From an optimization exercise on the open Yosys and OpenROAD flow, aimed at small area, a short achievable clock period and few clock cycles; shortcuts taken in it are not production practice. Function was checked by simulation only, so behaviour that the tests miss may differ from the original. No activity file was given, so power comes from the tool's default toggle rates.

File: flow/design.v
module bayer_unpack (
    input  wire        clk,
    input  wire        rst,             
    input  wire        start,
    input  wire [11:0] cfg_width,
    input  wire [11:0] cfg_height,
    input  wire [31:0] cfg_mode,
    input  wire [15:0] cfg_stride,
    input  wire [31:0] cfg_src_len,
    output wire [1:0]  state,
    output wire [3:0]  err,
    output wire [3:0]  errfield,
    output wire [12:0] row,
    output wire [31:0] fault_addr,
    output wire        src_req,
    output wire [31:0] src_addr,
    input  wire        src_gnt,
    input  wire        src_rvalid,
    input  wire [7:0]  src_rdata,
    output wire        dst_we,
    output wire [25:0] dst_addr,
    output wire [7:0]  dst_wdata,
    input  wire        dst_ready
);
    localparam integer DD = 4;    
    localparam integer TD = 3;    
    localparam integer ED = 4;    
    localparam [1:0] ST_IDLE = 2'd0, ST_RUN = 2'd1, ST_DONE = 2'd2, ST_FAIL = 2'd3;
    localparam [3:0] PH_PI  = 4'd0,  PH_PRE = 4'd1,  PH_FLT = 4'd2,  PH_FLT2 = 4'd3,
                     PH_WI0 = 4'd4,  PH_WI1 = 4'd5,  PH_RS  = 4'd6,  PH_RUN  = 4'd7,
                     PH_Z   = 4'd8,  PH_T1  = 4'd9,  PH_T2  = 4'd10, PH_END  = 4'd11;
    reg [11:0] w_q, h_q;
    reg        p12_q, cmp_q, bin_q, snz_q;
    reg [3:0]  sel_q;         
    reg [15:0] stride_q;
    reg [28:0] sl_q;          
    reg [1:0]  st_q;
    reg [1:0]  err_q;
    reg        fgeo_q;
    reg [12:0] row_q;
    reg [3:0]  ph_q;
    wire [7:0] in_prec = cfg_mode[7:0];
    wire [3:0] in_sel  = cfg_mode[19:16];
    wire       prec_ok = (in_prec == 8'd10) || (in_prec == 8'd12);
    wire [8:0] geom_prod = cfg_width[2:0] * cfg_height[2:0] * in_prec[2:0];
    wire       geom_ok = (geom_prod[2:0] == 3'd0);
    wire       start_ok = start && (st_q != ST_RUN);
    wire [4:0]  swb  = cmp_q ? (p12_q ? 5'd12 : 5'd10) : 5'd16;
    wire [16:0] rb   = cmp_q ? (p12_q ? ({5'd0, w_q} << 4) + ({5'd0, w_q} << 3)
                                      : ({5'd0, w_q} << 4) + ({5'd0, w_q} << 2))
                             : ({5'd0, w_q} << 5);
    wire [18:0] pitch = snz_q ? {stride_q, 3'b000} : {2'b00, rb};
    wire        bdr = sel_q[1] | sel_q[0];
    wire        bdc = sel_q[1] | (~sel_q[0] & sel_q[3]);
    reg [31:0] bp;            
    reg        sec;           
    reg [11:0] xc;            
    reg        hf;            
    reg        rp;            
    reg        zr;            
    reg        rq_v;          
    wire [1:0]  pat_full = rp ? {sel_q[0], sel_q[1]} : {sel_q[2], sel_q[3]};
    wire [1:0]  pat_cur = bin_q ? 2'b10 : pat_full;
    reg [2:0]  dcnt;          
    reg [2:0]  ocnt;          
    reg [1:0]  tcnt;          
    reg [2:0]  ecnt;          
    reg [7:0]  dmem [0:DD-1];
    reg [3:0]  tmem [0:TD-1];
    reg        emem [0:ED-1];
    reg        we_q;
    reg [7:0]  wdata_q;
    reg        hw;            
    reg [7:0]  prev;          
    wire [2:0] o      = bp[2:0];
    wire       two    = (o != 3'd0);
    wire       isemit = sec || !two;
    wire       acc    = rq_v && src_gnt;
    wire       acc_e  = acc && isemit;
    wire       pair_done = bin_q || hf || (pat_cur != 2'b11);
    wire       last_pos  = pair_done && (xc == 12'd0);
    wire       lastrow   = (h_q == 12'd1) && (bin_q || rp);
    wire       step2     = bin_q || (pat_cur != 2'b11);
    wire [4:0] o_plus    = {2'b00, o} + swb;
    wire       share     = sec && !step2 && !last_pos && !o_plus[4];
    wire [3:0] thead  = tmem[0];
    wire       rx_emit = src_rvalid && thead[3];
    wire [15:0] rwin  = {src_rdata, prev};
    wire [7:0] aligned = (thead[2:0] == 3'd0) ? src_rdata : (rwin >> thead[2:0]);
    wire       ehead   = emem[0];
    wire [1:0] wpat    = ehead ? {sel_q[0], sel_q[1]} : {sel_q[2], sel_q[3]};
    wire       w_isd   = bin_q || (hw ? wpat[0] : wpat[1]);
    wire       w_free  = !we_q || dst_ready;
    wire       w_load  = (st_q == ST_RUN) && w_free && (ecnt != 3'd0) && (!w_isd || dcnt != 3'd0);
    wire       pop_d   = w_load && w_isd;
    wire       pop_e   = w_load && (bin_q || hw);
    reg [31:0] xop;
    reg        cin;
    reg [3:0]  ph_n;
    reg        bp_en;
    reg        push_e;
    wire [5:0] stp  = step2 ? {swb, 1'b0} : {1'b0, swb};
    wire [5:0] stpx = (sec && !share) ? stp - 6'd8 : stp;
    wire [5:0] stpl = ((pat_cur == 2'b01) ? {1'b0, swb} : stp) - (sec ? 6'd8 : 6'd0);
    wire [31:0] bp_sum = bp + xop + {31'd0, cin};
    wire [3:0] ph_row = bin_q ? PH_RUN :
                        (pat_full == 2'b00) ? PH_Z : (pat_full == 2'b01) ? PH_RS : PH_RUN;
    wire        pre_end = (row_q == {h_q, 1'b0});
    wire        hi_bad  = (bp > {sl_q, 3'b000});
    always @(*) begin
        xop    = 32'd0;
        cin    = 1'b0;
        bp_en  = 1'b0;
        ph_n   = ph_q;
        push_e = 1'b0;
        case (ph_q)
            PH_PI: begin
                xop = {15'd0, rb}; bp_en = 1'b1; ph_n = PH_PRE;
            end
            PH_PRE: begin
                xop = {13'd0, pitch};
                if (pre_end) ph_n = PH_WI0;
                else if (hi_bad) ph_n = PH_FLT;
                else bp_en = 1'b1;
            end
            PH_FLT: begin
                xop = {15'h7fff, ~rb}; cin = 1'b1; bp_en = 1'b1; ph_n = PH_FLT2;
            end
            PH_WI0: begin
                ph_n = (bin_q && bdr) ? PH_WI1 : (bin_q ? PH_RUN : ph_row);
            end
            PH_WI1: begin
                xop = {13'd0, pitch}; bp_en = 1'b1; ph_n = PH_RUN;
            end
            PH_RS: begin
                xop = {27'd0, swb}; bp_en = 1'b1; ph_n = PH_RUN;
            end
            PH_RUN: begin
                if (acc) begin
                    bp_en = 1'b1;
                    if (!isemit) xop = 32'd8;
                    else begin
                        push_e = pair_done;
                        if (last_pos) begin
                            xop = {{26{stpl[5]}}, stpl};
                            ph_n = lastrow ? PH_END : PH_T1;
                        end else
                            xop = {26'd0, stpx};
                    end
                end
            end
            PH_Z: begin
                if (ecnt != ED[2:0] || pop_e) begin
                    push_e = 1'b1;
                    if (xc == 12'd0) ph_n = lastrow ? PH_END : PH_T1;
                end
            end
            PH_T1: begin
                xop = bin_q ? {12'd0, pitch, 1'b0} : {13'd0, pitch};
                bp_en = 1'b1;
                ph_n = zr ? ph_row : PH_T2;
            end
            PH_T2: begin
                xop = {15'h7fff, ~rb}; cin = 1'b1; bp_en = 1'b1;
                ph_n = ph_row;
            end
            default: ;
        endcase
    end
    wire [2:0] ocnt_n = ocnt + {2'd0, acc_e} - {2'd0, pop_d};
    wire [1:0] tcnt_n = tcnt + {1'd0, acc} - {1'd0, src_rvalid};
    wire [2:0] ecnt_n = ecnt + {2'd0, push_e} - {2'd0, pop_e};
    wire [2:0] dcnt_n = dcnt + {2'd0, rx_emit} - {2'd0, pop_d};
    wire row_end = (ph_q == PH_RUN && acc && isemit && last_pos) ||
                   (ph_q == PH_Z && push_e && xc == 12'd0);
    integer i;
    always @(posedge clk) begin
        if (rst) begin
            st_q   <= ST_IDLE;
            err_q  <= 2'd0;
            fgeo_q <= 1'b0;
            row_q  <= 13'd0;
            rq_v   <= 1'b0;
            we_q   <= 1'b0;
            dcnt   <= 3'd0;
            ocnt   <= 3'd0;
            tcnt   <= 2'd0;
            ecnt   <= 3'd0;
            hw     <= 1'b0;
        end else if (start_ok) begin
            w_q      <= cfg_width;
            h_q      <= cfg_height;
            p12_q    <= (in_prec == 8'd12);
            cmp_q    <= cfg_mode[8];
            sel_q    <= in_sel;
            bin_q    <= cfg_mode[20];
            stride_q <= cfg_stride;
            snz_q    <= (cfg_stride != 16'd0);
            sl_q     <= (cfg_src_len[31:29] != 3'd0) ? 29'h1fffffff : cfg_src_len[28:0];
            row_q    <= 13'd0;
            bp       <= 32'd512;
            ph_q     <= PH_PI;
            rp       <= 1'b0;
            hw       <= 1'b0;
            fgeo_q   <= 1'b0;
            err_q    <= 2'd0;
            if (in_sel == 4'd0) begin
                st_q <= ST_FAIL; err_q <= 2'd1;
            end else if (!prec_ok) begin
                st_q <= ST_FAIL; err_q <= 2'd2;
            end else if (!geom_ok) begin
                st_q <= ST_FAIL; err_q <= 2'd2; fgeo_q <= 1'b1;
            end else if (cfg_height == 12'd0 || cfg_width == 12'd0) begin
                st_q  <= ST_DONE;
                row_q <= {cfg_height, 1'b0};
            end else begin
                st_q <= ST_RUN;
            end
        end else if (st_q == ST_RUN) begin
            ph_q <= ph_n;
            if (bp_en) bp <= bp_sum;
            if (ph_q == PH_PRE && !pre_end && !hi_bad) row_q <= row_q + 13'd1;
            if (ph_q == PH_FLT2) begin
                if (hi_bad) sl_q <= bp[31:3];
                st_q  <= ST_FAIL;
                err_q <= 2'd3;
            end
            if (ph_q == PH_WI0) begin
                bp <= 32'd512 + (p12_q ? 32'd4 : 32'd2) +
                      ((bin_q && bdc) ? {27'd0, swb} : 32'd0);
                sl_q <= 29'd0;
            end
            if (ph_q == PH_WI0 || ph_q == PH_T1 || ph_q == PH_T2) begin
                xc  <= w_q - 12'd1;
                sec <= 1'b0;
                hf  <= 1'b0;
            end
            if (ph_q == PH_RS) hf <= 1'b1;
            if ((ph_q == PH_T1 && zr) || ph_q == PH_T2 || ph_q == PH_WI0)
                zr <= !bin_q && (ph_row == PH_Z);
            if (ph_q == PH_RUN && acc) begin
                if (!isemit) sec <= 1'b1;
                else begin
                    sec <= share;
                    if (pat_cur == 2'b11) hf <= ~hf;
                    if (pair_done) xc <= xc - 12'd1;
                end
            end
            if (ph_q == PH_Z && push_e) xc <= xc - 12'd1;
            if (row_end) begin
                rp <= ~rp;
                if (bin_q || rp) h_q <= h_q - 12'd1;
            end
            rq_v <= (ph_n == PH_RUN) && (ocnt_n < DD[2:0]) && (tcnt_n < TD[1:0]) &&
                    (ecnt_n < ED[2:0]);
            for (i = 0; i < TD; i = i + 1) begin
                if (src_rvalid) begin
                    if (acc && i == tcnt - 1) tmem[i] <= {isemit, o};
                    else if (i < TD - 1) tmem[i] <= tmem[i + 1];
                end else if (acc && i == tcnt) tmem[i] <= {isemit, o};
            end
            tcnt <= tcnt_n;
            ocnt <= ocnt_n;
            if (src_rvalid) prev <= src_rdata;
            for (i = 0; i < DD; i = i + 1) begin
                if (pop_d) begin
                    if (rx_emit && i == dcnt - 1) dmem[i] <= aligned;
                    else if (i < DD - 1) dmem[i] <= dmem[i + 1];
                end else if (rx_emit && i == dcnt) dmem[i] <= aligned;
            end
            dcnt <= dcnt_n;
            for (i = 0; i < ED; i = i + 1) begin
                if (pop_e) begin
                    if (push_e && i == ecnt - 1) emem[i] <= rp;
                    else if (i < ED - 1) emem[i] <= emem[i + 1];
                end else if (push_e && i == ecnt) emem[i] <= rp;
            end
            ecnt <= ecnt_n;
            if (we_q && dst_ready) sl_q <= sl_q + 29'd1;
            if (w_load) begin
                we_q    <= 1'b1;
                wdata_q <= w_isd ? dmem[0] : 8'd0;
                hw      <= !bin_q && !hw;
            end else if (dst_ready) begin
                we_q <= 1'b0;
            end
            if (ph_q == PH_END && ecnt == 3'd0 && (!we_q || dst_ready)) begin
                st_q <= ST_DONE;
                we_q <= 1'b0;
                rq_v <= 1'b0;
            end
        end
    end
    assign state      = st_q;
    assign err        = {2'b00, err_q};
    assign errfield   = (err_q == 2'd1) ? 4'd1 : (err_q == 2'd2) ? (fgeo_q ? 4'd3 : 4'd2) : 4'd0;
    assign row        = row_q;
    assign fault_addr = (err_q == 2'd3) ? {3'b000, sl_q} : 32'd0;
    assign src_req    = rq_v;
    assign src_addr   = {3'b000, bp[31:3]};
    assign dst_we     = we_q;
    assign dst_addr   = sl_q[25:0];
    assign dst_wdata  = wdata_q;
endmodule
File: flow/run.sh
#!/bin/bash
# synth_recipe.tcl (not shown) runs the flow's synth.tcl, then flattens the netlist and writes it again
# the make line also repeats each setting of config.mk as NAME=value (left out here)
make -C /OpenROAD-flow-scripts/flow DESIGN_CONFIG=/design/flow/config.mk WORK_HOME=/design/flow/orfs CLKGATE_MAP_FILE= SYNTH_SCRIPT=/design/flow/synth_recipe.tcl finish
File: flow/config.mk
export PLATFORM = sky130hd
export DESIGN_NAME = bayer_unpack
export DESIGN_NICKNAME = bayer_unpack
export VERILOG_FILES = /design/flow/design.v
export SDC_FILE = /design/flow/constraint.sdc
export NUM_CORES = 4
export LEC_CHECK = 0
export CAP_MARGIN = 20
export CORE_MARGIN = 2
export CORE_UTILIZATION = 40
export SLEW_MARGIN = 20
File: flow/constraint.sdc
create_clock -name core_clock -period 8.0 [get_ports {clk}]
set_input_delay 1.6000 -clock core_clock [delete_from_list [all_inputs] [get_ports {clk}]]
set_output_delay 1.6000 -clock core_clock [all_outputs]
set_load 0.01 [all_outputs]
==> results.rst <==
.. list-table::
   :header-rows: 1

   * - Metric
     - Value
   * - Status
     - timing/DRC/antenna clean
   * - Slew Viols, Final
     - 0
   * - TritonCTS clock tree
     - yes
   * - Clock root cell
     - clkbuf_16
   * - Final Critical Period
     - 6.49 ns
   * - Starting utilization of the core area
     - 0.404
   * - Sum of buffers and inverters on the critical path
     - 0
   * - Vias/cell
     - 5.73
   * - Power density over the cells
     - 173 mW/mm²
   * - Hold Fails Final Rpt
     - 0
   * - Number of DRC markers after the initial detailed-route iteration
     - 1106
   * - CTS Hold Bufs
     - 0
   * - Wire length after detailed routing
     - 49000 µm
   * - Mapped Area
     - 0.0169 mm²
   * - Global-route wire length before repair
     - 77100 µm
   * - Overall power after layout
     - 3460 µW
   * - Mean post-synth cell area
     - 9.19 µm²
   * - Data arrival, critical path
     - 6.81 ns
   * - Die ar.
     - 0.0440 mm²
   * - Final weighted congestion in routability-driven placement
     - 0.918
   * - Endpoint type of the worst setup path
     - register
   * - Switching part of the total
     - 0.310
   * - Post_cts resized
     - 0
   * - Crit Reg-Reg Startpoint
     - p12_q$_DFFE_PP_
   * - RSZ-0062 raised after global routing
     - false
   * - Leading post-synthesis cells by cell area
     - edfxtp_1 (34%), ha_1 (7.4%), dfxtp_1 (3.8%)
   * - Critical Path Source Type
     - register
   * - Clock share of power
     - 0.347
   * - Number of rows created at floorplan
     - 75
   * - Post-CTS setup buffer count
     - 0
   * - Cell variety after synth
     - 90
   * - Number of standard cells in the layout, taps in and fillers out
     - 2529
   * - Vias
     - 14500
   * - Worst clock skew on the final layout
     - 0.0219 ns
   * - Max-capacitance violation count
     - 0
   * - CP Class
     - reg -> reg
   * - Synth warn
     - 4
   * - Main flop type after synthesis
     - edfxtp_1
   * - Total core area
     - 0.0419 mm²
   * - Number of antenna violations at the first check in global routing
     - 1
   * - Power share of the combinational group
     - 0.234
   * - Vias in the first global route
     - 13800
   * - Routed WL per cell
     - 19.4 µm
   * - Worst slew margin relative to its limit
     - 0.259
   * - Number of nets in the finished design
     - 2193
   * - Post-DRT Antenna Nets
     - 0
   * - Number of buffers inserted during clock tree synthesis
     - 28
   * - Number of buffer cells added on primary ports
     - 212
   * - Flop and latch count out of synthesis
     - 224
   * - Peak ir drop on the vdd network
     - 0.000166 V
   * - Total negative setup slack
     - 0 ns
   * - CP max stage delay
     - 0.71 ns
   * - Total congestion overflow after global routing
     - 0
   * - First-pass DRT Iterations
     - 5
   * - Leakage dissipation
     - 0.00748 µW
   * - Setup Viol. Count Final
     - 0
   * - Placed cell count
     - 2478
   * - Top cell type by total area after synthesis
     - edfxtp_1
   * - Instance count of the mapped netlist
     - 1842
   * - Number of enable flip-flop cells after synthesis
     - 192
   * - Worst min-delay path category
     - reg -> reg
   * - Number of buffers between clock root and the deepest sink
     - 3
   * - Post-route DRC violation count
     - 0
   * - Yosys top cell area share
     - 0.341
   * - I/O pin total
     - 241
   * - Master of the slowest instance on the critical path
     - edfxtp_1
   * - H-tree depth reported by CTS
     - 1
   * - Clock latency at the later pin of the worst-skew pair
     - 0.58 ns
   * - Clock transition at the registers of the reported paths
     - 0.06 ns
   * - CP Max Fanout
     - 13
   * - Transition time at the pin with the least slew margin
     - 1.10 ns
   * - Hold Startpoint
     - ocnt[0]$_SDFFE_PP0P_
   * - Fraction of final layout cells sized beyond drive strength 1
     - 0.0789
   * - Cell occurring most often along the worst timing path
     - mux2_2
   * - Ratio of final minimum period to clock period
     - 0.811
   * - All-layer global routing usage
     - 0.219
   * - WP data required
     - 8.32 ns
   * - Highest-count cells in the layout ignoring fill and taps
     - clkdlybuf4s50_1 (212), edfxtp_1 (192), nand2_1 (168)
   * - Sink count of the clock tree
     - 224
   * - Half-perimeter wire length of the detailed placement result
     - 36700 µm
   * - Share of synthesized flip-flops with an asynchronous set or reset
     - 0
   * - Layout Area Growth over Synthesis
     - 18.0%
   * - P_sw
     - 1070 µW
   * - Pin count of the biggest net entering global routing
     - 73
   * - Startpoint of the worst setup timing path
     - p12_q$_DFFE_PP_
   * - Worst path cell trace
     - mux2_2 > ha_1 > fa_1 > a211oi_2 > o21bai_2 > a2111oi_4 > nor3_1 > o41ai_1 > mux2_2 > a211o_1 > ha_1 > a21oi_1 > o21ai_0 > a221oi_2 > nor3b_1 > a21oi_1 > a2111oi_0 > o21bai_1 > mux2_2
   * - Fmax
     - 154 MHz
   * - Most common cell after layout, fill and taps aside
     - clkdlybuf4s50_1
   * - Width of the die
     - 210 µm
   * - Reg power frac
     - 0.420
   * - Kind of cell adding the most delay to the critical path
     - compound AO/OA/AOI/OAI gates
   * - DIE HEIGHT
     - 210 µm
   * - Sequential-to-total area share from yosys stat
     - 0.379
   * - Cell Int Power
     - 2390 µW
==> per-layer routing <==
layer	track usage	vias to the layer above	part of all wire
li1	-	7006	-
met1	0.310	7018	0.47
met2	0.351	396	0.46
met3	0.0256	71	0.045
met4	0.0677	0	0.027
met5	0	-	0
==> synth_stat cells (17+ instances only) <==
master	number
xor2_1	41
a31oi_1	17
clkbuf_1	64
a21o_1	19
xnor2_1	66
mux2i_1	24
nor3_1	62
and3_1	52
a21oi_1	122
ha_1	100
nand3_1	52
inv_1	91
o211ai_1	30
nor2_1	155
buf_4	66
mux2_2	52
edfxtp_1	192
nand2_1	168
o21ai_0	97
or3_1	25
a211oi_1	24
nor2b_1	22
nor4_1	24
a221oi_1	17
dfxtp_1	32
==> through the flow <==
stage	utilization	setup WS [ns]	area, µm²	hold slack (ns)
6_report	0.477	1.51	20000	0.476
5_1_grt	0.477	1.00	20000	0.499
4_1_cts	0.477	1.55	20000	0.480
3_5_place_dp	0.457	1.47	19100	0.471
3_3_place_gp	0.456	1.44	19100	0.449
2_1_floorplan	-	2.28	17000	0.437
==> power groups by stage <==
stage	clock network [µW]	logic [µW]	registers, µW
after floorplan	0	592	1420
after global placement	0	790	1470
after detailed placement	0	805	1470
after CTS	1230	809	1450
after global routing	1280	899	1460
final	1200	810	1450
==> logic make-up after synthesis <==
logic type      synth area share
other cells             0.000222
fa+ha+maj                 0.0810
simple gates               0.188
buf+inv                   0.0685
mux                       0.0548
flops                      0.379
xor+xnor                  0.0554
compound gates             0.174
==> sequential cells by signal (all words and copies together) (netlist names), 13 cells and up <==
register and flops:
bp 32, stride_q 16, row_q 13, dmem 32, sl_q 29
==> layout make-up <==
type	instances	area, µm²
fill	3981	21900
antenna	1	2.50
multi-input combinational	1391	9410
tap	539	674
sequential	224	6410
clock inverter	17	131
inverter	92	345
clock buffer	33	719
timing repair buffer	232	2270
==> worst register-to-register path: cells and delay by family, from the launching register on <==
kind                       cells  cell delay [ns]
AOI/OAI and AO/OA             11             3.06
muxes                          3             1.08
adders and majority gates      3             1.00
DFF                            1             0.71
and+or+nand+nor                2             0.40
==> final timing paths <==
| path | endpoint | slack, ns | cells past startpoint |
|---|---|---|---|
| worst max-delay path | bp[29]$_SDFFCE_PP0P_ | 1.51 | 19 |
| worst min register to register | ocnt[0]$_SDFFE_PP0P_ | 0.48 | 2 |
| worst max register to register | bp[29]$_SDFFCE_PP0P_ | 1.51 | 19 |
| worst min-delay path | ocnt[0]$_SDFFE_PP0P_ | 0.48 | 2 |
Testbench counts, summed over its fixed seeds: cycles 45,817.

## re-timing with driven ports
No port has a modelled driver above. Below, the same layout with a new extraction and two added sets of constraints. Step 1 (the two cells are an assumption about what drives the block):
set clk [get_ports {clk}]
set_driving_cell -lib_cell sky130_fd_sc_hd__clkbuf_16 $clk
set_driving_cell -lib_cell sky130_fd_sc_hd__buf_2 [delete_from_list [all_inputs] $clk]
Step 2 times the ports against the registers' clock, not the clock port: input delays grow and output delays shrink by t, the midpoint of the rising clock arrivals with the driver on. a / b / c = no drivers / after step 1 / after step 2; a / b = the first two.
t, ns: 0.629
setup slack, ns: 1.511 / 1.511 / 1.325
worst hold slack (ns): 0.476 / 0.476 / 0.476
worst setup path at the end: input to register
cell pins on the clock port's net: 1
After both steps this run still meets setup and hold. The setup slack of this run moves by 0.000 ns with the drivers and by -0.186 ns with both steps.
